Source: an optimization exercise on an open RTL-to-GDS flow (aim: small area, a short achievable clock period and few clock cycles per item). Production flows keep margins and buffers that such runs may drop. Only simulation tests tie the RTL to the original design; equivalence was not proved. No activity file was given, so power comes from the tool's default toggle rates.

Design grayscale_rasterizer, start of the top module:
module grayscale_rasterizer (
    input  wire        clk,
    input  wire        rst,
    input  wire        cmd_valid,
    output wire        cmd_ready,
    input  wire [39:0] cmd_word,
    input  wire        cmd_dec_ok,
    input  wire [7:0]  cmd_w,
    input  wire [7:0]  cmd_h,
    output wire [12:0] pix_addr,
    input  wire [7:0]  pix_rdata,
    output wire        tx_valid,
    output wire [7:0]  tx_data,
    output wire        tx_last,
    input  wire        tx_ready,
    input  wire        tx_err,
    output reg         log_valid,
    output wire [31:0] log_rec
);
Settings: LEC_CHECK=0, CAP_MARGIN=20, CORE_MARGIN=2, CORE_UTILIZATION=70, CTS_BUF_LIST=sky130_fd_sc_hd__clkbuf_4 sky130_fd_sc_hd__clkbuf_8, CTS_CLUSTER_DIAMETER=60, SLEW_MARGIN=20; clock period 28.0 ns.
standard.sh (not shown) runs the stock make flow with config.mk's settings and CLKGATE_MAP_FILE= SYNTH_SCRIPT=/design/flow/synth_recipe.tcl, a recipe that flattens the netlist after the stock synthesis.
==> flow/flow/run.sh <==
#!/bin/bash
set -euo pipefail
export BUFFER_PORTS_ARGS="-buffer_cell sky130_fd_sc_hd__buf_1"
bash standard.sh > standard.log 2>&1
Testbench counts at the start, summed over its fixed seeds: cycles 353,278, frames 768.
Edit:
--- a/flow/design.v
+++ b/flow/design.v
@@ -19,20 +19,19 @@
 );
     localparam [3:0] S_IDLE = 4'd0,
                      S_CHK  = 4'd1,
                      S_DIV  = 4'd2,
                      S_H0   = 4'd3,
                      S_H1   = 4'd4,
                      S_H2   = 4'd5,
                      S_P    = 4'd6,
                      S_PB   = 4'd7,
-                     S_DONE = 4'd8,
-                     S_Z    = 4'd9;
+                     S_DONE = 4'd8;
     localparam [1:0] C_OK = 2'd0, C_ILL = 2'd1, C_UNR = 2'd2, C_OOB = 2'd3;
     localparam [2:0] T_NONE  = 3'b000,
                      T_HDR   = 3'b001,
                      T_ZERO  = 3'b010,    
                      T_FULL  = 3'b100,    
                      T_FULLZ = 3'b110;    
     reg  [3:0]  state;
     reg  [7:0]  base_q;
     reg         fv_q, fh_q;
@@ -44,19 +43,18 @@
     reg  [5:0]  ca_q, cb_q;
     reg  [3:0]  seg_q;
     reg  [7:0]  bidx_q;
     reg  [12:0] addr_q;
     reg  [2:0]  t1_q, t2_q;
     reg  [3:0]  lo_q;
     reg  [1:0]  hidx_q;
     reg  [1:0]  cnt_q;
     reg         idle_q;      
-    reg         pbw_q;       
     reg         ub_q;        
     reg         tv_q, tl_q, hv_q;
     reg  [7:0]  td_q;
     reg  [8:0]  hd_q;
     reg         lk24_q, lk25_q, lk26_q, ls16_q, ls17_q;
     reg  [3:0]  lidx_q;
     assign log_rec = {5'd0, lk26_q, lk25_q, lk24_q, 5'd0, ls17_q, ls17_q, ls16_q,
                       base_q, 4'd0, lidx_q};
     assign cmd_ready = idle_q;
@@ -119,43 +117,41 @@
         upd_b = 1'b0;
         jmp_b = 1'b0;
         case (state)
             S_IDLE: if (cmd_valid) st_n = S_CHK;
             S_CHK:  st_n = (code_q == C_OK) ? S_DIV : S_IDLE;
             S_DIV:  if (!jcy) st_n = S_H0;
             S_H0: if (go) begin tag = T_HDR; iss = 1'b1; st_n = S_H1; end
             S_H1: if (go) begin tag = T_HDR; iss = 1'b1; st_n = S_H2; end
             S_H2: if (go) begin tag = T_HDR; iss = 1'b1; st_n = S_P;  end
-            S_P: if (cvld) begin
+            S_P: if (cvld | go) begin
                 upd_a = 1'b1;
                 jmp_b = chunk_start;
-                st_n  = S_PB;
-            end else begin
-                st_n  = S_Z;
-            end
-            S_Z: if (go) begin
-                tag = {2'b01, last_b};
-                iss = 1'b1;
-                adv = 1'b1;
-                if (last_b) st_n = st_after;
+                if (cvld) begin
+                    st_n = S_PB;
+                end else begin
+                    tag = {2'b01, last_b};
+                    iss = 1'b1;
+                    adv = 1'b1;
+                    if (last_b) st_n = st_after;
+                end
             end
             S_PB: if (go) begin
                 iss   = 1'b1;
                 upd_b = 1'b1;
                 tag   = {1'b1, ~cvld, last_b};
                 adv   = 1'b1;
                 st_n  = last_b ? st_after : S_P;
             end
             S_DONE: if (cnt_q == 2'd0) st_n = S_IDLE;
             default: st_n = S_IDLE;
         endcase
     end
-    wire [1:0] cnt_n = cnt_q + {1'b0, iss} - {1'b0, take};
     always @(posedge clk) begin
         cwa_q <= (cmd_word[39:32] == 8'h01) && (cmd_word[31:26] == 6'd0);
         cwb_q <= (cmd_word[25:10] == 16'd0);
         dok_q <= cmd_dec_ok;
         if (state == S_IDLE) begin
             base_q <= cmd_word[7:0];
             fv_q   <= cmd_word[8];
             fh_q   <= cmd_word[9];
             w_q    <= cmd_w;
@@ -185,19 +181,19 @@
             end else if (upd_b) begin
                 rb_q <= inc_r;
                 cb_q <= inc_c;
             end
             if (adv) begin
                 bidx_q <= bidx_q + 8'd1;
                 if (last_b) seg_q <= seg_q + 4'd1;
             end
         end
-        if (!pbw_q) addr_q <= {img_r, img_c};
+        if (!(state == S_PB && !go)) addr_q <= {img_r, img_c};
         lo_q   <= t1_q[2] ? pix_rdata[7:4] : 4'd0;
         if (arr) hd_q <= {arr_lst, arr_b};
         if (freet) begin
             td_q <= hv_q ? hd_q[7:0] : arr_b;
             tl_q <= hv_q ? hd_q[8]   : arr_lst;
         end
         ub_q <= (st_n == S_PB) ||
                 ((state == S_CHK) ? 1'b1 : adv ? (bidx_q[5:0] == 6'd63) : chunk_start);
         lk24_q <= (state == S_CHK) ? (code_q == C_ILL || code_q == C_UNR) : 1'b1;
@@ -209,36 +205,33 @@
         if (rst) begin
             state     <= S_IDLE;
             t1_q      <= T_NONE;
             t2_q      <= T_NONE;
             cnt_q     <= 2'd0;
             tv_q      <= 1'b0;
             hv_q      <= 1'b0;
             hidx_q    <= 2'd0;
             idle_q    <= 1'b1;
-            pbw_q     <= 1'b0;
             log_valid <= 1'b0;
         end else if (kill) begin
             state     <= S_IDLE;
             t1_q      <= T_NONE;
             t2_q      <= T_NONE;
             cnt_q     <= 2'd0;
             tv_q      <= 1'b0;
             hv_q      <= 1'b0;
             hidx_q    <= 2'd0;
             idle_q    <= 1'b1;
-            pbw_q     <= 1'b0;
             log_valid <= 1'b1;
         end else begin
             state     <= st_n;
             idle_q    <= (st_n == S_IDLE);
             t1_q      <= tshort ? T_NONE : tag;
             t2_q      <= (tshort & ~tdir) ? tag : t1_q;
-            cnt_q     <= cnt_n;
-            pbw_q     <= (st_n == S_PB) & cnt_n[1];
+            cnt_q     <= cnt_q + {1'b0, iss} - {1'b0, take};
             if (freet) tv_q <= hv_q | arr;
             hv_q      <= freet ? (hv_q & arr) : (hv_q | arr);
             if (arr_hdr) hidx_q <= (hidx_q == 2'd2) ? 2'd0 : hidx_q + 2'd1;
             log_valid <= (state == S_CHK) && (code_q != C_OK);
         end
     end
 endmodule
=>
- The changed run finished clean
- cell area came out lower by 1.8%
- wire length stays flat
- global-route usage increases by 0.64 points
- utilization increases by 0.90 points
- critical path depth increases by 25
- sequential power drops by 37%
- via count went up by 1.4%
- synthesized cell count is lower by 1.4%
- clock skew hardly moves
- clock power falls by 17%
- sequential share of layout area is higher by 0.51 points
Testbench counts after the change, summed over its fixed seeds: cycles 353,112, frames 768.

========
Starting RTL as in the previous note.
==> flow/config.mk <==
export PLATFORM = sky130hd
export DESIGN_NAME = grayscale_rasterizer
export DESIGN_NICKNAME = grayscale_rasterizer
export VERILOG_FILES = /design/flow/design.v
export SDC_FILE = /design/flow/constraint.sdc
export NUM_CORES = 4
export LEC_CHECK = 0
export CAP_MARGIN = 20
export CORE_MARGIN = 2
export CORE_UTILIZATION = 75
export CTS_BUF_LIST = sky130_fd_sc_hd__clkbuf_8
export SLEW_MARGIN = 20
==> flow/constraint.sdc <==
create_clock -name core_clock -period 28.0 [get_ports {clk}]
set_input_delay 5.6000 -clock core_clock [delete_from_list [all_inputs] [get_ports {clk}]]
set_output_delay 5.6000 -clock core_clock [all_outputs]
set_load 0.01 [all_outputs]
Scripts as last shown in full above: flow/flow/run.sh
Testbench counts at the start, summed over its fixed seeds: cycles 353,278, frames 768.
Then changed:
--- a/flow/design.v
+++ b/flow/design.v
@@ -46,16 +46,17 @@
     reg  [7:0]  bidx_q;
     reg  [12:0] addr_q;
     reg  [2:0]  t1_q, t2_q;
     reg  [3:0]  lo_q;
     reg  [1:0]  hidx_q;
     reg  [1:0]  cnt_q;
     reg         idle_q;      
     reg         pbw_q;       
+    reg         kill_q;      
     reg         ub_q;        
     reg         tv_q, tl_q, hv_q;
     reg  [7:0]  td_q;
     reg  [8:0]  hd_q;
     reg         lk24_q, lk25_q, lk26_q, ls16_q, ls17_q;
     reg  [3:0]  lidx_q;
     assign log_rec = {5'd0, lk26_q, lk25_q, lk24_q, 5'd0, ls17_q, ls17_q, ls16_q,
                       base_q, 4'd0, lidx_q};
@@ -211,34 +212,37 @@
             t1_q      <= T_NONE;
             t2_q      <= T_NONE;
             cnt_q     <= 2'd0;
             tv_q      <= 1'b0;
             hv_q      <= 1'b0;
             hidx_q    <= 2'd0;
             idle_q    <= 1'b1;
             pbw_q     <= 1'b0;
+            kill_q    <= 1'b0;
             log_valid <= 1'b0;
-        end else if (kill) begin
+        end else if (kill_q) begin
             state     <= S_IDLE;
             t1_q      <= T_NONE;
             t2_q      <= T_NONE;
             cnt_q     <= 2'd0;
             tv_q      <= 1'b0;
             hv_q      <= 1'b0;
             hidx_q    <= 2'd0;
             idle_q    <= 1'b1;
             pbw_q     <= 1'b0;
+            kill_q    <= 1'b0;
             log_valid <= 1'b1;
         end else begin
             state     <= st_n;
             idle_q    <= (st_n == S_IDLE);
             t1_q      <= tshort ? T_NONE : tag;
             t2_q      <= (tshort & ~tdir) ? tag : t1_q;
             cnt_q     <= cnt_n;
             pbw_q     <= (st_n == S_PB) & cnt_n[1];
-            if (freet) tv_q <= hv_q | arr;
-            hv_q      <= freet ? (hv_q & arr) : (hv_q | arr);
+            if (kill | freet) tv_q <= ~kill & (hv_q | arr);
+            hv_q      <= ~kill & (freet ? (hv_q & arr) : (hv_q | arr));
+            kill_q    <= kill;
             if (arr_hdr) hidx_q <= (hidx_q == 2'd2) ? 2'd0 : hidx_q + 2'd1;
             log_valid <= (state == S_CHK) && (code_q != C_OK);
         end
     end
 endmodule
The new run ran to the end with no violations.
Routed wire length fell by about 0.33%.
Core utilization rises by 0.39 points.
Cell count went down by 1.3%.
Worst setup slack got worse by 47 ps.
Synthesized area is about the same.
Cell area is higher by 0.46%.
Global-route usage hardly moves.
Clock-buffer cell count goes down by 2.
Testbench counts after the change, summed over its fixed seeds: cycles 353,278, frames 768.

========
Another version of the RTL of grayscale_rasterizer (not shown whole).
For scale: roughly 150 flip-flops, ~0.0085 sq mm of cells after synthesis.
// grayscale_rasterizer
module grayscale_rasterizer (
    input  wire        clk,
    input  wire        rst,
    input  wire        cmd_valid,
    output wire        cmd_ready,
    input  wire [39:0] cmd_word,
    input  wire        cmd_dec_ok,
    input  wire [7:0]  cmd_w,
    input  wire [7:0]  cmd_h,
    output wire [12:0] pix_addr,
    input  wire [7:0]  pix_rdata,
    output wire        tx_valid,
    output wire [7:0]  tx_data,
    output wire        tx_last,
    input  wire        tx_ready,
    input  wire        tx_err,
    output reg         log_valid,
    output wire [31:0] log_rec
);
Settings: LEC_CHECK=0, CAP_MARGIN=20, CORE_MARGIN=2, CORE_UTILIZATION=70, CTS_BUF_LIST=sky130_fd_sc_hd__clkbuf_4 sky130_fd_sc_hd__clkbuf_8, CTS_CLUSTER_DIAMETER=60, SLEW_MARGIN=20; clock period 28.0 ns.
Scripts as last shown in full above: flow/flow/run.sh
The first run finished with timing, DRC and antenna clean.
Testbench counts at the start, summed over its fixed seeds: cycles 353,278, frames 768.
Change:
--- a/flow/design.v
+++ b/flow/design.v
@@ -47,13 +47,12 @@
     reg  [12:0] addr_q;
     reg  [2:0]  t1_q, t2_q;
     reg  [3:0]  lo_q;
     reg  [1:0]  hidx_q;
     reg  [1:0]  cnt_q;
     reg         idle_q;      
-    reg         pbw_q;       
     reg         ub_q;        
     reg         tv_q, tl_q, hv_q;
     reg  [7:0]  td_q;
     reg  [8:0]  hd_q;
     reg         lk24_q, lk25_q, lk26_q, ls16_q, ls17_q;
     reg  [3:0]  lidx_q;
@@ -122,16 +121,18 @@
             S_IDLE: if (cmd_valid) st_n = S_CHK;
             S_CHK:  st_n = (code_q == C_OK) ? S_DIV : S_IDLE;
             S_DIV:  if (!jcy) st_n = S_H0;
             S_H0: if (go) begin tag = T_HDR; iss = 1'b1; st_n = S_H1; end
             S_H1: if (go) begin tag = T_HDR; iss = 1'b1; st_n = S_H2; end
             S_H2: if (go) begin tag = T_HDR; iss = 1'b1; st_n = S_P;  end
-            S_P: begin
+            S_P: if (cvld) begin
                 upd_a = 1'b1;
                 jmp_b = chunk_start;
-                st_n  = cvld ? S_PB : S_Z;
+                st_n  = S_PB;
+            end else begin
+                st_n  = S_Z;
             end
             S_Z: if (go) begin
                 tag = {2'b01, last_b};
                 iss = 1'b1;
                 adv = 1'b1;
                 if (last_b) st_n = st_after;
@@ -144,13 +145,12 @@
                 st_n  = last_b ? st_after : S_P;
             end
             S_DONE: if (cnt_q == 2'd0) st_n = S_IDLE;
             default: st_n = S_IDLE;
         endcase
     end
-    wire [1:0] cnt_n = cnt_q + {1'b0, iss} - {1'b0, take};
     always @(posedge clk) begin
         cwa_q <= (cmd_word[39:32] == 8'h01) && (cmd_word[31:26] == 6'd0);
         cwb_q <= (cmd_word[25:10] == 16'd0);
         dok_q <= cmd_dec_ok;
         if (state == S_IDLE) begin
             base_q <= cmd_word[7:0];
@@ -186,13 +186,13 @@
             end
             if (adv) begin
                 bidx_q <= bidx_q + 8'd1;
                 if (last_b) seg_q <= seg_q + 4'd1;
             end
         end
-        if (!pbw_q) addr_q <= {img_r, img_c};
+        if (!(state == S_PB && !go)) addr_q <= {img_r, img_c};
         lo_q   <= t1_q[2] ? pix_rdata[7:4] : 4'd0;
         if (arr) hd_q <= {arr_lst, arr_b};
         if (freet) begin
             td_q <= hv_q ? hd_q[7:0] : arr_b;
             tl_q <= hv_q ? hd_q[8]   : arr_lst;
         end
@@ -210,32 +210,29 @@
             t2_q      <= T_NONE;
             cnt_q     <= 2'd0;
             tv_q      <= 1'b0;
             hv_q      <= 1'b0;
             hidx_q    <= 2'd0;
             idle_q    <= 1'b1;
-            pbw_q     <= 1'b0;
             log_valid <= 1'b0;
         end else if (kill) begin
             state     <= S_IDLE;
             t1_q      <= T_NONE;
             t2_q      <= T_NONE;
             cnt_q     <= 2'd0;
             tv_q      <= 1'b0;
             hv_q      <= 1'b0;
             hidx_q    <= 2'd0;
             idle_q    <= 1'b1;
-            pbw_q     <= 1'b0;
             log_valid <= 1'b1;
         end else begin
             state     <= st_n;
             idle_q    <= (st_n == S_IDLE);
             t1_q      <= tshort ? T_NONE : tag;
             t2_q      <= (tshort & ~tdir) ? tag : t1_q;
-            cnt_q     <= cnt_n;
-            pbw_q     <= (st_n == S_PB) & cnt_n[1];
+            cnt_q     <= cnt_q + {1'b0, iss} - {1'b0, take};
             if (freet) tv_q <= hv_q | arr;
             hv_q      <= freet ? (hv_q & arr) : (hv_q | arr);
             if (arr_hdr) hidx_q <= (hidx_q == 2'd2) ? 2'd0 : hidx_q + 2'd1;
             log_valid <= (state == S_CHK) && (code_q != C_OK);
         end
     end
Result:
- The new run went through all stages and came out clean
- non-clock buffer count does not change
- worst setup slack degrades by 0.39 ns
- die area drops by 1.5%
- worst hold slack degrades by 0.0041 ns
- cell count climbs by 1.2%
- flip-flop and latch count drops by 1
- design area drops by 1.5%
- critical path depth climbs by 3
- via count drops by 1.3%
- maximum frequency drops by 5.5%
- clock power drops by about 5%
Testbench counts after the change, summed over its fixed seeds: cycles 353,278, frames 768.

-- afterwards: timing with drivers on the ports --
The results above use ideal ports. As a check the final layouts listed here were re-extracted and re-timed, cells and wires unchanged. Step 1 sets driving cells, clkbuf_16 on the clock port and buf_2 on the other inputs (assumed; they add their load-dependent delay and slew). Step 2, shift: input delay + t, output delay - t, t = (earliest + latest rising clock arrival at the registers) / 2. This alone moves slack from input paths to output paths. Three values: ideal ports, drivers, drivers and shift; two values: the first two.
| run | t, ns | slack for setup (ns) | worst register clock-pin slew, ns |
|---|---|---|---|
| the first run of note 1 | 0.489 | 21.330 / 21.297 / 20.901 | 0.09 / 0.09 |
| the second run of note 1 | 0.475 | 21.110 / 21.110 / 21.085 | 0.08 / 0.08 |
| the first run of note 2 | 0.483 | 21.329 / 21.302 / 20.921 | 0.09 / 0.09 |
| the second run of note 2 | 0.508 | 21.282 / 21.246 / 21.078 | 0.09 / 0.09 |
| the first run of note 3 | 0.491 | 21.296 / 21.261 / 20.878 | 0.09 / 0.09 |
| the second run of note 3 | 0.491 | 20.906 / 20.919 / 20.428 | 0.09 / 0.09 |
After both steps setup and hold are still met in every run listed. For the second run of note 3, which loses most, drivers alone change the setup slack by +0.013 ns; drivers and shift together by -0.478 ns.
